Background: an optimization exercise with open tools, aiming at small area, a short achievable clock period and few clock cycles. Do not read the settings as production practice.
Where RTL was checked, it was by simulation tests only, not by an equivalence proof against the original.
Only the layout flow was run in run 2; the RTL was not checked for function there.
Power and IR drop assume default switching activity.

==> flow/design.v <==
module mctp_rx (
    input  wire        clk,
    input  wire        rst,             
    input  wire        start_valid,
    output wire        start_ready,
    input  wire [7:0]  cfg_mtu,         
    input  wire        cfg_pec_check,   
    input  wire        in_valid,        
    output wire        in_ready,
    input  wire [7:0]  in_data,
    output reg         out_valid,       
    input  wire        out_ready,
    output reg  [7:0]  out_data,
    output wire        done_valid,      
    input  wire        done_ready,
    output reg  [1:0]  done_status,     
    output reg  [9:0]  done_pkts,       
    output reg  [12:0] done_rx_len,     
    output reg  [12:0] done_raw_len,    
    output reg         done_mic_ok      
);
    localparam [1:0] ST_OK = 2'd0, ST_BADBC = 2'd1, ST_OVF = 2'd2, ST_PEC = 2'd3;
    localparam [7:0]  MIC_X0 = 8'h85;
    localparam [23:0] MIC_HI = 24'h9F9B5C;
    function [7:0] crc8_byte(input [7:0] c, input [7:0] b);
        integer i;
        reg [7:0] x;
        begin
            x = c ^ b;
            for (i = 0; i < 8; i = i + 1)
                x = x[7] ? ((x << 1) ^ 8'h07) : (x << 1);
            crc8_byte = x;
        end
    endfunction
    function [31:0] crc32_byte(input [31:0] c, input [7:0] b);
        integer i;
        reg [31:0] x;
        begin
            x = c ^ {24'd0, b};
            for (i = 0; i < 8; i = i + 1)
                x = x[0] ? ((x >> 1) ^ 32'h82F63B78) : (x >> 1);
            crc32_byte = x;
        end
    endfunction
    reg        s_idle, s_hdr, s_body, s_pec, s_done;
    reg        s_inv1, s_loop, s_fin, s_inv2;
    reg        ir;          
    reg        dv;          
    reg [8:0]  mtu7;        
    reg        pec_check;
    reg [8:0]  bc2;         
    reg        bclt5_r;     
    reg        bc5_r;       
    reg        bc6_r;       
    reg [8:0]  cnt;         
    reg        cnt1_r;      
    reg        cnt0_r;      
    reg        eom;
    reg [7:0]  crc8;
    reg [31:0] crc32;
    reg        sk_valid;    
    reg [7:0]  sk_data;
    reg        bc_bad_r;    
    reg        body_ovf_r;  
    assign start_ready = s_idle;
    assign in_ready    = ir;
    assign done_valid  = dv;
    wire take      = in_valid && ir;
    wire take_hdr  = take && s_hdr;
    wire take_body = take && s_body;
    wire take_pec  = take && s_pec;
    wire hdr_last  = take_hdr && (cnt[2:0] == 3'd0);
    wire hdr_fail  = bc_bad_r || body_ovf_r;
    wire hdr_ok    = hdr_last && !hdr_fail;
    wire bc_zero   = bc5_r;
    wire body_last = take_body && cnt1_r;
    wire cnt_zero  = cnt0_r;
    wire next_ovf  = (done_raw_len >= 13'd5112);
    wire pec_ok    = !pec_check || (in_data == crc8);
    wire pec_bad   = !pec_ok;
    wire done_fire = dv && done_ready;
    wire start     = s_idle && start_valid;
    wire out_free  = !out_valid || out_ready;
    wire out_fire  = out_valid && out_ready;
    wire s_idle_n = rst || (s_idle && !start_valid) || done_fire;
    wire pec_next = !rst && take_pec && !eom && !next_ovf;    
    wire pec_end  = !rst && take_pec && (eom || next_ovf);    
    wire s_hdr_p  = !rst && (start || (s_hdr && !hdr_last));
    wire s_hdr_n  = s_hdr_p || (pec_next && pec_ok);
    wire s_body_n = !rst && ((hdr_ok && !bc_zero) || (s_body && !body_last));
    wire s_pec_n  = !rst && ((hdr_ok && bc_zero) || body_last || (s_pec && !take));
    wire s_inv1_n = !rst && take_pec && pec_bad;
    wire s_loop_n = !rst && (s_inv1 || (s_loop && !cnt_zero));
    wire s_fin_n  = !rst && s_loop && cnt_zero;
    wire s_inv2_n = !rst && s_fin;
    wire s_done_p = !rst && ((hdr_last && hdr_fail) || s_inv2 || (s_done && !done_fire));
    wire s_done_n = s_done_p || (pec_end && pec_ok);
    wire ov_n     = !rst && (out_free ? (sk_valid || take_body) : 1'b1);
    wire sk_n     = !rst && !out_free && (sk_valid || take_body);
    wire        raw_inc  = take_body || take_pec || s_loop || hdr_ok || s_fin;
    wire        raw_by8  = s_hdr || s_fin;
    wire [12:0] raw_p1   = done_raw_len + 13'd1;
    wire [12:0] raw_p8   = {done_raw_len[12:3] + 10'd1, done_raw_len[2:0]};
    wire        rx_inc   = take_body || (s_loop && !cnt_zero);
    wire        pkts_inc = take_pec || s_fin;
    wire        inv      = s_inv1 || s_inv2;
    wire [4:0]  cap_hi = done_raw_len[12:8];
    wire        cap_19 = (cap_hi == 5'd19);
    wire        cap_18 = (cap_hi == 5'd18);
    wire        cap_20 = (cap_hi >= 5'd20);
    wire        cap_ge = (bc2[7:0] >= ~done_raw_len[7:0]);
    wire [7:0] crc8_next = crc8_byte(crc8, in_data);
    wire       mic_match = ((crc32[7:0] ^ out_data) == MIC_X0) && (crc32[31:8] == MIC_HI);
    always @(posedge clk) begin
        s_idle    <= s_idle_n;
        s_hdr     <= s_hdr_n;
        s_body    <= s_body_n;
        s_pec     <= s_pec_n;
        s_inv1    <= s_inv1_n;
        s_loop    <= s_loop_n;
        s_fin     <= s_fin_n;
        s_inv2    <= s_inv2_n;
        s_done    <= s_done_n;
        ir        <= s_hdr_p || (s_body_n && !sk_n) || s_pec_n || (pec_next && pec_ok);
        dv        <= (s_done_p && !ov_n) || (pec_end && !ov_n && pec_ok);
        out_valid <= ov_n;
        sk_valid  <= sk_n;
        bc_bad_r   <= bclt5_r || (bc2 > mtu7);
        body_ovf_r <= cap_20 || (cap_19 && (bc2[8] || cap_ge)) || (cap_18 && bc2[8] && cap_ge);
        if (out_free) begin
            if (sk_valid)
                out_data <= sk_data;
            else if (s_body)
                out_data <= in_data;
        end else if (!sk_valid) begin
            sk_data <= in_data;
        end
        if (out_fire) begin
            crc32 <= crc32_byte(crc32, out_data);
            if (done_status == ST_OK)
                done_mic_ok <= mic_match;
        end
        if (inv) begin
            done_raw_len <= ~done_raw_len;
            done_rx_len  <= ~done_rx_len;
            done_pkts    <= ~done_pkts;
        end else begin
            if (raw_inc)
                done_raw_len <= raw_by8 ? raw_p8 : raw_p1;
            if (rx_inc)
                done_rx_len <= done_rx_len + 13'd1;
            if (pkts_inc)
                done_pkts <= done_pkts + 10'd1;
        end
        if (start) begin
            mtu7         <= {1'b0, cfg_mtu} + 9'd7;
            pec_check    <= cfg_pec_check;
            done_status  <= ST_OK;
            done_pkts    <= 10'd0;
            done_rx_len  <= 13'd0;
            done_raw_len <= 13'd0;
            done_mic_ok  <= 1'b0;
            crc32        <= 32'hFFFFFFFF;
            crc8         <= 8'd0;
        end
        if (s_hdr && cnt[2:0] == 3'd5) begin
            bc2     <= {1'b0, in_data} + 9'd2;
            bclt5_r <= (in_data < 8'd5);
            bc5_r <= (in_data == 8'd5);
            bc6_r <= (in_data == 8'd6);
        end
        if (s_hdr && cnt[2:0] == 3'd0)
            eom <= in_data[6];
        if (take_hdr) begin
            if (!cnt[2])
                crc8 <= crc8_next;
            if (cnt[2:0] == 3'd0) begin
                if (hdr_fail) begin
                    done_status <= bc_bad_r ? ST_BADBC : ST_OVF;
                    done_mic_ok <= 1'b0;
                end
            end
        end
        if (take_body) begin
            crc8 <= crc8_next;
        end
        if (take_pec) begin
            crc8 <= 8'd0;
            if (pec_bad) begin
                done_status <= ST_PEC;
                done_mic_ok <= 1'b0;
            end else if (!eom && next_ovf) begin
                done_status <= ST_OVF;
                done_mic_ok <= 1'b0;
            end
        end
        if (start || take_pec) begin
            cnt    <= 9'd7;
            cnt1_r <= 1'b0;
            cnt0_r <= 1'b0;
        end else if ((hdr_last && !hdr_fail) || s_inv1) begin
            cnt    <= bc2;
            cnt1_r <= bc6_r;
            cnt0_r <= bc_zero;
        end else if (take_hdr || take_body || (s_loop && !cnt_zero)) begin
            cnt    <= cnt - 9'd1;
            cnt1_r <= (cnt == 9'd9);
            cnt0_r <= cnt1_r;
        end
    end
endmodule
==> flow/flow/run.sh <==
#!/bin/bash
# The standard layout (the standard.sh: standard synthesis, then ORFS to
# finish), with plain sky130 buffers on the ports instead of the delay cells
# that buffer_ports picks by default, and a clock tree without dummy loads.
export BUFFER_PORTS_ARGS="-buffer_cell sky130_fd_sc_hd__buf_2"
export CTS_ARGS="-sink_clustering_enable -repair_clock_nets -buf_list {sky130_fd_sc_hd__clkbuf_4 sky130_fd_sc_hd__clkbuf_8} -dont_use_dummy_load"
bash standard.sh > standard.log 2>&1
==> flow/standard.sh <==
#!/bin/bash
# synth_recipe.tcl (not shown) runs the flow's synth.tcl, then flattens the netlist and writes it again
# the make line also repeats each setting of config.mk as NAME=value (left out here)
make -C /OpenROAD-flow-scripts/flow DESIGN_CONFIG=/design/flow/config.mk WORK_HOME=/design/flow/orfs CLKGATE_MAP_FILE= SYNTH_SCRIPT=/design/flow/synth_recipe.tcl "${@:-finish}"
==> flow/config.mk <==
export PLATFORM = sky130hd
export DESIGN_NAME = mctp_rx
export DESIGN_NICKNAME = mctp_rx
export VERILOG_FILES = /design/flow/design.v
export SDC_FILE = /design/flow/constraint.sdc
export NUM_CORES = 4
export LEC_CHECK = 0
export CAP_MARGIN = 5
export CORE_MARGIN = 2
export CORE_UTILIZATION = 40
export CTS_BUF_LIST = sky130_fd_sc_hd__clkbuf_4 sky130_fd_sc_hd__clkbuf_8
export SETUP_SLACK_MARGIN = 2.8
export SLEW_MARGIN = 5
==> flow/constraint.sdc <==
create_clock -name core_clock -period 5.0 [get_ports {clk}]
set_input_delay 1.0000 -clock core_clock [delete_from_list [all_inputs] [get_ports {clk}]]
set_output_delay 1.0000 -clock core_clock [all_outputs]
set_load 0.01 [all_outputs]
==> flow_summary_export.csv, run 1 <==
group,metric,value,unit
status,status,"complete, no violations",
worst_setup_path,cp_cell_sequence,"xnor2_4 -> nand4_1 -> or4_1 -> nor4_4 -> mux2i_1 -> a2111oi_2",
route,ant_nets,0,
die,start_util,40.61,%
timing,finalSetupTns,0,ps
synth,yosysSeqAreaShare,43.38,%
clock_tree,insertion_delay,450,ps
synth,synth_compound_area_share,14.67,%
worst_setup_path,critical_path.max_stage_delay,490,ps
power,switching_share,23.39,%
clock_tree,clockBufferDepth,2,
global_routing,antenna_found_initial,0,
global_routing,grt_pass1_vias,5387,
worst_setup_path,crit_family,"simple AND/OR/NAND/NOR gates",
die,fp.dieW,141.4,um
synth,synth_cell_types,59,
synth,synth-edff-count,39,
synth,netlist_instances,788,
timing,worstMarginPinSlew,772.3,ps
route,firstDrtPassIters,5,
synth,synth_xor_area_share,18.45,%
power,power_frac_seq,59.7,%
timing,setup_slack,2775,ps
power,power.internal,0.001561,W
synth,syn_area_per_cell,9.576,um2
placed_design,routabilityCongestion,0.8263,
final_layout,drive_above_1_share,18.91,%
timing,fin_crit,2225,ps
final_layout,n_antenna_cell,0,
worst_setup_path,worstPathRequired,5330,ps
synth,synth-async-reset-ratio,0,%
synth,yosys_most_used_dff,"dfxtp_1",
synth,synthSimpleGateAreaFrac,13.89,%
synth,synth-seq-cells,144,
power,max-vdd-ir-drop,186.4,uV
worst_setup_path,critPathSlowestCell,"edfxtp_1",
placed_design,place_ws,2285,ps
placed_design,dp_hpwl,12.81,mm
die,die_area,0.01998,mm2
final_layout,fillers,1763,
synth,syn-num-nets,841,
timing,period_share,44.50,%
job,maxCapViolCount,0,
power,p_leak,3.500,nW
timing,finalHoldViolCount,0,
placed_design,portBuffers,73,
route,wl,17.90,mm
route,drt_iter0_markers,369,
die,io_pins,74,
timing,rsz0062_at_grt,"true",
timing,fmax,0.4494,GHz
timing,hold_ws,447.6,ps
timing,finalSetupViolCount,0,
power,p_switching,0.0004766,W
clock_tree,clock_sinks,144,
power,power_density,232.8,mW/mm2
timing,fin_worst_skew,24.50,ps
power,power_frac_comb,6.5,%
clock_tree,cts_hold_buffers,0,
final_layout,fin_nets,917,
route,post_drt_wl_per_cell,16.33,um
clock_tree,h-tree-depth,4,
global_routing,grt_pass1_wl,28.75,mm
power,pwr-share-clk,33.8,%
synth,ys_warn_count,1,
route,vias_per_cell,5.255,
worst_setup_path,path_buf_inv,0,
die,core-area,0.01858,mm2
synth,synthAdderAreaFrac,4.974,%
global_routing,grt_use_total,18.49,%
global_routing,grt_max_degree,66,
synth,synthesis.area,0.007546,mm2
worst_setup_path,cp-start-kind,"register",
placed_design,place_inst,1067,
synth,synth.mux.area_fraction,1.443,%
worst_hold_path,worst_hold_path_type,"reg -> reg",
clock_tree,cts_tree,"built",
final_layout,final_core_util,47.10,%
final_layout,area_delta_synth_final,15.98,%
timing,maxSlewViolCount,0,
die,num_rows,50,
worst_setup_path,cp.arrival,2560,ps
route,remaining_drc_errors,0,
clock_tree,cts_buffers,17,
clock_tree,cts_root_buf,"clkbuf_8",
die,die_h,141.4,um
worst_setup_path,endpoint_kind,"register",
clock_tree,clk_pin_slew,80,ps
worst_setup_path,crit_fanout,5,
worst_setup_path,setup.worst_path.class,"reg -> reg",
route,vias,5760,
synth,synth_top_family_by_area,"XOR/XNOR gates",
global_routing,grt_overflow,0,
timing,slew_headroom,48.14,%
final_layout,layout.cells.non_filler,1096,
repair_timing:
action	4_1_cts	5_1_grt
gates resized for setup	7	27
buffers inserted	7	5
pin swaps	5	7
endpoints found under the setup margin	5	34
final cells by class:
cell class	instances	area, um2	area share [%]
inverter	33	123.9	1.415
timing repair buffer	88	488.0	5.575
sequential	144	3276	37.43
multi-input combinational	580	4338	49.56
tap	234	292.8	3.345
clock buffer	17	234.0	2.673
synth_stat cells (all sizes together), types with 3 or more instances:
cell type  count  area share (%)
a21oi         41             2.7
a21o           6            0.60
edfxtp        39              16
xor2          44             5.2
nand2         62             3.1
clkbuf        29             1.4
a211oi        12             1.2
o31ai          4            0.40
nand2b         4            0.33
a22o           3            0.35
nand3         24             1.6
ha            30             5.0
xnor2         97              13
and2           3            0.25
a22oi          3            0.30
o21a           3            0.30
a31oi          7            0.58
dfxtp        105              28
and3          14             1.2
a41oi          3            0.35
nor3          13            0.86
a21boi         3            0.30
mux2i          3            0.40
nor2b          4            0.33
o211ai        23             2.3
mux2           7             1.0
or3            4            0.33
inv           33             1.6
o21ai         55             3.6
nor2          69             3.4
nand4         10            0.83
logic make-up (layout without fill, tap and decap cells):
group                    Yosys count  in the layout
AO/OA/AOI/OAI                    177            177
XOR/XNOR                         141            141
adder cells (fa/ha/maj)           30             30
buffers and inverters             64            138
flip-flops                       144            144
multiplexers                      10             10
AND/OR/NAND/NOR                  222            222
state kept, by name (all words and copies together), names as in the netlist, 9 cells and up:
register / flops
crc32: 32
done_raw_len: 13
done_rx_len: 13
done_pkts: 10
bc2: 9
cnt: 9
mtu7: 9
worst reg2reg max path, stage by stage, from the launching register on:
cell	delay, ps
edfxtp_1	490
xnor2_4	320
nand4_1	130
or4_1	470
nor4_4	220
mux2i_1	150
a2111oi_2	330
power by group through the flow:
stage | clock [W] | combinational [W] | sequential [W]
2_1_floorplan | 0 | 0.0000864 | 0.00124
3_3_place_gp | 0 | 0.000123 | 0.00124
3_5_place_dp | 0 | 0.000125 | 0.00124
4_1_cts | 0.000709 | 0.000125 | 0.00122
5_1_grt | 0.000761 | 0.000147 | 0.00122
6_report | 0.000688 | 0.000132 | 0.00122
routing by layer:
layer	global-route usage [%]	share of wire (%)
met4	5.368	1.2
met3	3.949	3.8
met5	0	0
met1	25.42	49
met2	29.46	46
layout by cell type, fill, tap and decap left out, drive strengths merged, types with 3 or more instances in the layout:
cell type,count
edfxtp,39
nor3,13
a21boi,3
clkbuf,18
nand2b,4
a22o,3
o31ai,4
inv,33
mux2i,3
nand2,62
a41oi,3
and3,14
a31oi,7
a21oi,41
mux2,7
dfxtp,105
nor2,69
buf,87
xnor2,97
or3,4
xor2,44
o21a,3
a22oi,3
and2,3
nand4,10
ha,30
a21o,6
o21ai,55
nand3,24
nor2b,4
o211ai,23
a211oi,12
path summary, 6_finish.rpt:
path | to | startpoint | cells after the start | slack, ps
setup / recovery | done_mic_ok$_DFF_P_ | out_data[6]$_DFFE_PP_ | 6 | 2770
hold / removal | s_fin$_DFF_P_ | cnt0_r$_SDFFE_PP0P_ | 2 | 450
setup reg to reg | done_mic_ok$_DFF_P_ | out_data[6]$_DFFE_PP_ | 6 | 2770
hold reg to reg | s_fin$_DFF_P_ | cnt0_r$_SDFFE_PP0P_ | 2 | 450
stage by stage:
stage          total power (W)  instance area [um2]
6_report              0.002037                 8752
3_3_place_gp          0.001366                 8230
2_1_floorplan         0.001327                 7726
3_5_place_dp          0.001368                 8230
4_1_cts               0.002050                 8579
5_1_grt               0.002127                 8752
Testbench counts, summed over its fixed seeds: cycles 37,863.
==> inputs of run 2 (changes only) <==
--- a/flow/design.v
+++ b/flow/design.v
@@ -155,6 +155,8 @@
         if (start) begin
             mtu7         <= {1'b0, cfg_mtu} + 9'd7;
             pec_check    <= cfg_pec_check;
+        end
+        if (s_idle) begin
             done_status  <= ST_OK;
             done_pkts    <= 10'd0;
             done_rx_len  <= 13'd0;
@@ -194,7 +196,7 @@
                 done_mic_ok <= 1'b0;
             end
         end
-        if (start || take_pec) begin
+        if (s_idle || take_pec) begin
             cnt    <= 9'd7;
             cnt1_r <= 1'b0;
             cnt0_r <= 1'b0;
--- a/flow/config.mk
+++ b/flow/config.mk
@@ -5,9 +5,9 @@
 export SDC_FILE = /design/flow/constraint.sdc
 export NUM_CORES = 4
 export LEC_CHECK = 0
-export CAP_MARGIN = 5
+export CAP_MARGIN = 20
 export CORE_MARGIN = 2
 export CORE_UTILIZATION = 40
 export CTS_BUF_LIST = sky130_fd_sc_hd__clkbuf_4 sky130_fd_sc_hd__clkbuf_8
 export SETUP_SLACK_MARGIN = 2.8
-export SLEW_MARGIN = 5
+export SLEW_MARGIN = 20
==> flow_summary_export.csv, run 2 <==
group,metric,value,unit
route,remaining_drc_errors,0,
global_routing,met1_usage,26.05,%
final_layout,reg_top3,"crc32 x32, done_raw_len x13, done_rx_len x13",
timing,slew_headroom,26.70,%
synth,synth-async-reset-ratio,0,%
final_layout,seq_area,0.003284,mm2
power,power_frac_comb,5.8,%
status,status,"complete, no violations",
clock_tree,cts_root_buf,"clkbuf_8",
synth,ys_warn_count,1,
worst_setup_path,cp.arrival,1210,ps
final_layout,final_core_util,48.11,%
worst_setup_path,cp-start-kind,"register",
final_layout,fin_area,0.009000,mm2
worst_setup_path,crit_fanout,2,
timing,fin_crit,2213,ps
timing,hold_ws,506.0,ps
worst_setup_path,cp_cell_sequence,"buf_4 -> buf_2",
clock_tree,clk_pin_slew,70,ps
placed_design,dp_hpwl,12.55,mm
timing,worstMarginPinSlew,1088,ps
synth,yosys_most_used_dff,"dfxtp_1",
synth,synthTopCellsByArea,"dfxtp_1 (28%), edfxtp_1 (15%), xnor2_1 (9.6%)",
die,start_util,40.80,%
synth,ys_top_cells_by_count,"dfxtp_1 (105), xnor2_1 (84), nand2_1 (75)",
synth,yosysSeqAreaShare,42.89,%
die,die_h,142.1,um
placed_design,place_inst,1076,
worst_setup_path,setup.worst_path.class,"reg -> out",
timing,finalHoldViolCount,0,
final_layout,multi_input_area,0.004454,mm2
route,wl,17.55,mm
die,io_pins,74,
job,maxCapViolCount,0,
timing,maxSlewViolCount,0,
power,max-vdd-ir-drop,148.0,uV
worst_setup_path,critPathSlowestCell,"edfxtp_1",
power,switching_share,22.88,%
synth,synth-edff-count,39,
die,die_area,0.02020,mm2
power,power_frac_seq,60.3,%
route,drt_iter0_markers,381,
synth,synthesis.area,0.007632,mm2
route,vias,5850,
placed_design,dpl_cell_area,0.008322,mm2
synth,synth_top_cell_by_area,"dfxtp_1",
synth,syn_area_per_cell,9.564,um2
route,firstDrtPassIters,5,
final_layout,fin_nets,940,
timing,finalSetupViolCount,0,
worst_setup_path,crit_family,"flip-flops",
die,core-area,0.01871,mm2
route,ant_nets,0,
placed_design,routabilityCongestion,0.8292,
power,p_leak,3.562,nW
die,fp.dieW,142.1,um
global_routing,grt_use_total,17.94,%
global_routing,grt_overflow,0,
clock_tree,cts_hold_buffers,0,
global_routing,grtUsageMet2,27.00,%
worst_setup_path,critical_path.max_stage_delay,470,ps
final_layout,n_antenna_cell,0,
clock_tree,cts_buffers,17,
power,pwr-share-clk,33.9,%
synth,yosys.cell_count.top_type,"dfxtp_1",
timing,fmax,0.4520,GHz
clock_tree,h-tree-depth,4,
final_layout,top_register,"crc32",
synth,netlist_instances,798,
route,vias_per_cell,5.228,
die,num_rows,50,
synth,synth_top_area_share,27.54,%
clock_tree,insertion_delay,440,ps
final_layout,mostFrequentLayoutCells,"dfxtp_1 (98), xnor2_1 (74), nand2_1 (74)",
timing,finalSetupTns,0,ps
worst_setup_path,path_buf_inv,2,
final_layout,drive_above_1_share,21.24,%
timing,period_share,44.25,%
power,p_switching,0.0004609,W
power,power.internal,0.001553,W
global_routing,grt_pass1_vias,5328,
power,power_density,223.8,mW/mm2
global_routing,antenna_found_initial,0,
synth,synth_cell_types,56,
final_layout,largest_reg_flops,32,
timing,fin_worst_skew,24.15,ps
final_layout,mostFrequentLayoutCell,"dfxtp_1",
clock_tree,clock_sinks,144,
worst_setup_path,endpoint_kind,"output port",
final_layout,fillers,1762,
synth,syn-num-nets,851,
route,post_drt_wl_per_cell,15.69,um
final_layout,area_delta_synth_final,17.92,%
global_routing,grt_busiest_layer,"met2",
worst_setup_path,worstPathRequired,4000,ps
clock_tree,clockBufferDepth,2,
global_routing,grt_pass1_wl,28.31,mm
global_routing,grt_max_degree,37,
synth,synth-seq-cells,144,
worst_hold_path,worst_hold_path_type,"reg -> reg",
timing,rsz0062_at_grt,"true",
global_routing,met3_usage,3.163,%
final_layout,layout.cells.non_filler,1119,
placed_design,portBuffers,73,
clock_tree,cts_tree,"built",
==> run 2: changes by cell type after synthesis, moves of 5 or more <==
cell / delta
nand2_1: +13
a21oi_1: +12
o21ai_0: -11
inv_1: -10
o21ai_1: +5
==> run 2: worst register-to-register path: stages (launching register included) <==
cell	delay (ps)
edfxtp_1	470
xnor2_2	270
xnor2_2	560
xnor2_1	250
xnor2_1	340
o21ai_0	120
==> run 2: repair_timing <==
item                                   in CTS  in global routing
cloned                                      0                  0
endpoints found under the hold margin       0                  0
gates resized for setup                     6                 24
pin swaps                                   2                 11
setup endpoints to repair                  11                 26
setup buffers                               7                 19
==> run 2: final cells by class <==
cell class	instances	area share, %
multi-input combinational	598	49.49
sequential	144	36.49
timing repair buffer	102	7.160
tap	234	3.253
clock buffer	17	2.600
inverter	24	1.001
==> run 2: final timing paths <==
path	startpoint	end	slack, ps	depth (start not counted)
worst max-delay path	out_data[2]$_DFFE_PP_	out_data[2]	2790	2
worst min-delay path	cnt0_r$_SDFFE_PP0P_	s_fin$_DFF_P_	510	1
worst max register to register	out_data[0]$_DFFE_PP_	crc32[6]$_SDFFE_PP1P_	2890	5
worst min register to register	cnt0_r$_SDFFE_PP0P_	s_fin$_DFF_P_	510	1
==> run 2: logic make-up (layout without fill, tap and decap cells) <==
| group | after synthesis | after routing | synth area share [%] |
|---|---|---|---|
| AOI/OAI and AO/OA | 172 | 172 | 13.61 |
| xor gates and xnor gates | 144 | 144 | 19.33 |
| adders and majority gates | 30 | 30 | 4.918 |
| buffers and inverters | 56 | 143 | 2.770 |
| DFF | 144 | 144 | 42.89 |
| muxes | 8 | 8 | 1.164 |
| and+or+nand+nor | 244 | 244 | 15.33 |
==> run 2: power groups by stage <==
stage / sequential [W] / combinational, W / clock [W]
after global placement: 0.00125 / 0.000101 / 0
final: 0.00121 / 0.000117 / 0.000683
after CTS: 0.00121 / 0.000114 / 0.000713
after detailed placement: 0.00125 / 0.000101 / 0
after global routing: 0.00121 / 0.000131 / 0.000754
after floorplan: 0.00124 / 0.0000742 / 0
==> run 2: routing by layer <==
metal	up-vias	routed length [um]
li1	2966	-
met1	2738	8794
met2	125	7777
met3	21	704
met4	0	278
met5	-	0
==> run 2: metrics by stage <==
| stage | total power [W] | setup slack [ps] |
|---|---|---|
| after CTS | 0.002041 | 2809 |
| after global routing | 0.002100 | 2730 |
| after floorplan | 0.001310 | 2711 |
| after global placement | 0.001347 | 2343 |
| after detailed placement | 0.001348 | 2296 |
| final | 0.002014 | 2787 |
==> inputs of run 3 (changes only) <==
--- a/flow/design.v
+++ b/flow/design.v
@@ -155,8 +155,6 @@
         if (start) begin
             mtu7         <= {1'b0, cfg_mtu} + 9'd7;
             pec_check    <= cfg_pec_check;
-        end
-        if (s_idle) begin
             done_status  <= ST_OK;
             done_pkts    <= 10'd0;
             done_rx_len  <= 13'd0;
@@ -196,7 +194,7 @@
                 done_mic_ok <= 1'b0;
             end
         end
-        if (s_idle || take_pec) begin
+        if (start || take_pec) begin
             cnt    <= 9'd7;
             cnt1_r <= 1'b0;
             cnt0_r <= 1'b0;
==> flow/flow/run.sh (replaced) <==
#!/bin/bash
# The standard layout (the standard.sh: standard synthesis, then ORFS to
# finish), with plain sky130 buffers on the ports instead of the delay cells
# that buffer_ports picks by default, and a clock tree without dummy loads.
export BUFFER_PORTS_ARGS="-buffer_cell sky130_fd_sc_hd__buf_2"
export CTS_ARGS="-sink_clustering_enable -repair_clock_nets -buf_list {sky130_fd_sc_hd__clkbuf_4} -root_buf sky130_fd_sc_hd__clkbuf_8 -dont_use_dummy_load"
bash standard.sh > standard.log 2>&1
==> flow_summary_export.csv, run 3 <==
group,metric,value,unit
synth,synth_cell_types,59,
synth,ys_warn_count,1,
timing,period_share,42.90,%
final_layout,top_register,"crc32",
global_routing,grt_max_degree,66,
synth,yosysSeqAreaShare,43.38,%
worst_setup_path,path_buf_inv,1,
power,max-vdd-ir-drop,164.2,uV
worst_setup_path,crit_fanout,8,
route,ant_nets,0,
placed_design,dp_hpwl,12.81,mm
clock_tree,clock_sinks,144,
timing,finalHoldViolCount,0,
timing,rsz0062_at_grt,"true",
job,maxCapViolCount,0,
route,firstDrtPassIters,5,
worst_setup_path,crit_start,"in_data[6]",
worst_setup_path,cp_cell_sequence,"buf_4 -> xnor2_4 -> ha_4 -> nand3_4 -> o31ai_4 -> nand2_1 -> a21o_1 -> a21oi_2 -> and3_1",
worst_setup_path,regToRegStartpoint,"out_data[0]$_DFFE_PP_",
clock_tree,cts_tree,"built",
synth,syn_area_per_cell,9.576,um2
synth,netlist_instances,788,
worst_setup_path,r2r_setup_slack,2890,ps
timing,finalSetupTns,0,ps
clock_tree,h-tree-depth,4,
timing,maxSlewViolCount,0,
worst_setup_path,critPathSlowestCell,"o31ai_4",
global_routing,antenna_found_initial,0,
global_routing,grt_pass1_vias,5369,
synth,synthTopCellsByArea,"dfxtp_1 (28%), edfxtp_1 (16%), xnor2_1 (9.6%)",
final_layout,fin_nets,924,
clock_tree,cts_root_buf,"clkbuf_8",
synth,synthesis.area,0.007546,mm2
die,start_util,40.61,%
die,core-area,0.01858,mm2
route,remaining_drc_errors,0,
clock_tree,insertion_delay,430,ps
worst_setup_path,endpoint_kind,"register",
worst_setup_path,reg2reg_to,"crc32[16]$_SDFFE_PP1P_",
worst_setup_path,crit_cells,9,
timing,fin_worst_skew,35.91,ps
final_layout,drive_above_1_share,19.91,%
route,wl,17.89,mm
placed_design,routabilityCongestion,0.8263,
final_layout,largest_reg_flops,32,
synth,ys_top_cells_by_count,"dfxtp_1 (105), xnor2_1 (83), nor2_1 (69)",
die,io_pins,74,
die,fp.dieW,141.4,um
route,vias_per_cell,5.266,
timing,finalSetupViolCount,0,
power,power_density,214.6,mW/mm2
global_routing,grt_use_total,18.40,%
global_routing,grt_pass1_wl,28.65,mm
worst_setup_path,worstPathRequired,5340,ps
worst_setup_path,critical_path.max_stage_delay,320,ps
synth,yosys.cell_count.top_type,"dfxtp_1",
final_layout,reg_top3,"crc32 x32, done_raw_len x13, done_rx_len x13",
worst_setup_path,setup.worst_path.class,"in -> reg",
worst_setup_path,cp.arrival,2480,ps
final_layout,layout.cells.non_filler,1103,
synth,synth-seq-cells,144,
timing,worstMarginPinSlew,776.1,ps
route,vias,5808,
timing,fin_crit,2145,ps
worst_setup_path,crit_family,"compound AO/OA/AOI/OAI gates",
global_routing,grt_overflow,0,
timing,slew_headroom,47.89,%
placed_design,portBuffers,73,
clock_tree,clk_pin_slew,120,ps
route,drt_iter0_markers,418,
route,post_drt_wl_per_cell,16.22,um
clock_tree,clockBufferDepth,2,
synth,synth_top_cell_by_area,"dfxtp_1",
synth,synth-edff-count,39,
placed_design,place_inst,1067,
final_layout,area_delta_synth_final,16.43,%
worst_hold_path,worst_hold_path_type,"reg -> reg",
die,die_area,0.01998,mm2
synth,syn-num-nets,841,
power,p_leak,3.514,nW
die,die_h,141.4,um
synth,yosys_most_used_dff,"dfxtp_1",
timing,fmax,0.4662,GHz
clock_tree,cts_buffers,17,
worst_setup_path,crit_path_end,"dv$_DFF_P_",
die,num_rows,50,
synth,synth-async-reset-ratio,0,%
clock_tree,cts_hold_buffers,0,
final_layout,n_antenna_cell,0,
status,status,"complete, no violations",
worst_setup_path,rr_worst_depth,6,
synth,synth_top_area_share,27.86,%
worst_setup_path,cp-start-kind,"input pin",
final_layout,mostFrequentLayoutCells,"dfxtp_1 (103), xnor2_1 (74), nor2_1 (69)",
final_layout,mostFrequentLayoutCell,"dfxtp_1",
run 3: area by class of cell:
type                            instances  area, um2
Clock buffer                           17      133.9
Fill cell                            1765       9794
Inverter                               33      123.9
Multi-Input combinational cell        580       4413
Sequential cell                       144       3276
Tap cell                              234      292.8
Timing Repair Buffer                   95      546.8
run 3: how the worst min path moves through the flow:
stage	end	slack, ps	startpoint	cells past startpoint
after floorplan	s_fin$_DFF_P_	420	cnt0_r$_SDFFE_PP0P_	2
after global placement	s_fin$_DFF_P_	440	cnt0_r$_SDFFE_PP0P_	2
after detailed placement	s_fin$_DFF_P_	440	cnt0_r$_SDFFE_PP0P_	2
after CTS	s_fin$_DFF_P_	460	cnt0_r$_SDFFE_PP0P_	2
after global routing	s_fin$_DFF_P_	490	cnt0_r$_SDFFE_PP0P_	2
final	s_fin$_DFF_P_	450	cnt0_r$_SDFFE_PP0P_	2
run 3: cell families (layout without fill, tap and decap cells):
logic type      Yosys count  count (layout)  share of synthesized area [%]
fa+ha+maj                30              30                          4.974
flops                   144             144                          43.38
simple gates            222             222                          13.89
compound gates          177             177                          14.67
xor+xnor                141             141                          18.45
buf+inv                  64             145                          3.184
mux                      10              10                          1.443
run 3: metal layers:
layer / vias to the layer above / global-route usage [%] / share of wire (%)
met5: - / 0 / 0
met2: 105 / 29.31 / 46
met4: 0 / 4.895 / 1.4
li1: 2929 / - / -
met1: 2754 / 25.41 / 48
met3: 20 / 4.050 / 4.6
run 3: worst register-to-register path, delay by kind of cell, from the launching register on:
kind / cells / cell delay, ps
compound gates: 1 / 80
flops: 1 / 460
xor+xnor: 5 / 1460
run 3: stage by stage:
stage	hold WS [ps]	instance area, um2	total power (W)	setup WS, ps	util [%]
after CTS	455.6	8479	0.001892	2756	45.64
after floorplan	423.4	7726	0.001327	2603	-
after detailed placement	438.2	8230	0.001368	2285	44.30
after global routing	488.9	8786	0.001974	2693	47.29
after global placement	441.3	8230	0.001366	2305	44.30
final	453.2	8786	0.001886	2855	47.29
run 3: timing repair:
action                     in CTS  in global routing
setup endpoints to repair       5                 31
setup buffers                   7                 12
gates resized for setup         7                 38
pin swaps                       5                 19
run 3: where the power goes:
group / switching [W] / internal, W / leakage (nW)
sequential: 0.00000818 / 0.00121 / 1.20
combinational: 0.0000819 / 0.0000555 / 2.23
clock: 0.000364 / 0.000167 / 0.0808
total: 0.000454 / 0.00143 / 3.51
Testbench counts of run 3, summed over its fixed seeds: cycles 37,863.

[port drivers added, routing unchanged]
No port has a modelled driver above. Below, the same layouts with a new extraction and two added sets of constraints. Step 1: set_driving_cell puts a clkbuf_16 on clk and a buf_2 on each other input, an assumption about the parent block. Step 2 adds t to the input delays and takes it off the output delays; t is the mean of the earliest and latest rising clock arrival at the registers after step 1. Input paths then give back, and output paths get back, about the clock's delay inside the block. Three values: ideal ports, drivers, drivers and shift; two values: the first two.
| run | t (ns) | setup slack, ns | worst hold slack (ns) | worst setup path after step 2 |
|---|---|---|---|---|
| run 1 | 0.475 | 2.775 / 2.775 / 2.375 | 0.448 / 0.448 / 0.448 | input to register |
| run 2 | 0.468 | 2.787 / 2.749 / 2.358 | 0.506 / 0.506 / 0.506 | input to register |
| run 3 | 0.449 | 2.855 / 2.828 / 2.409 | 0.453 / 0.453 / 0.453 | input to register |
After both steps setup and hold are still met in every run listed. The setup slack of run 3, which loses most, moves by -0.027 ns with the drivers and by -0.446 ns with both steps.
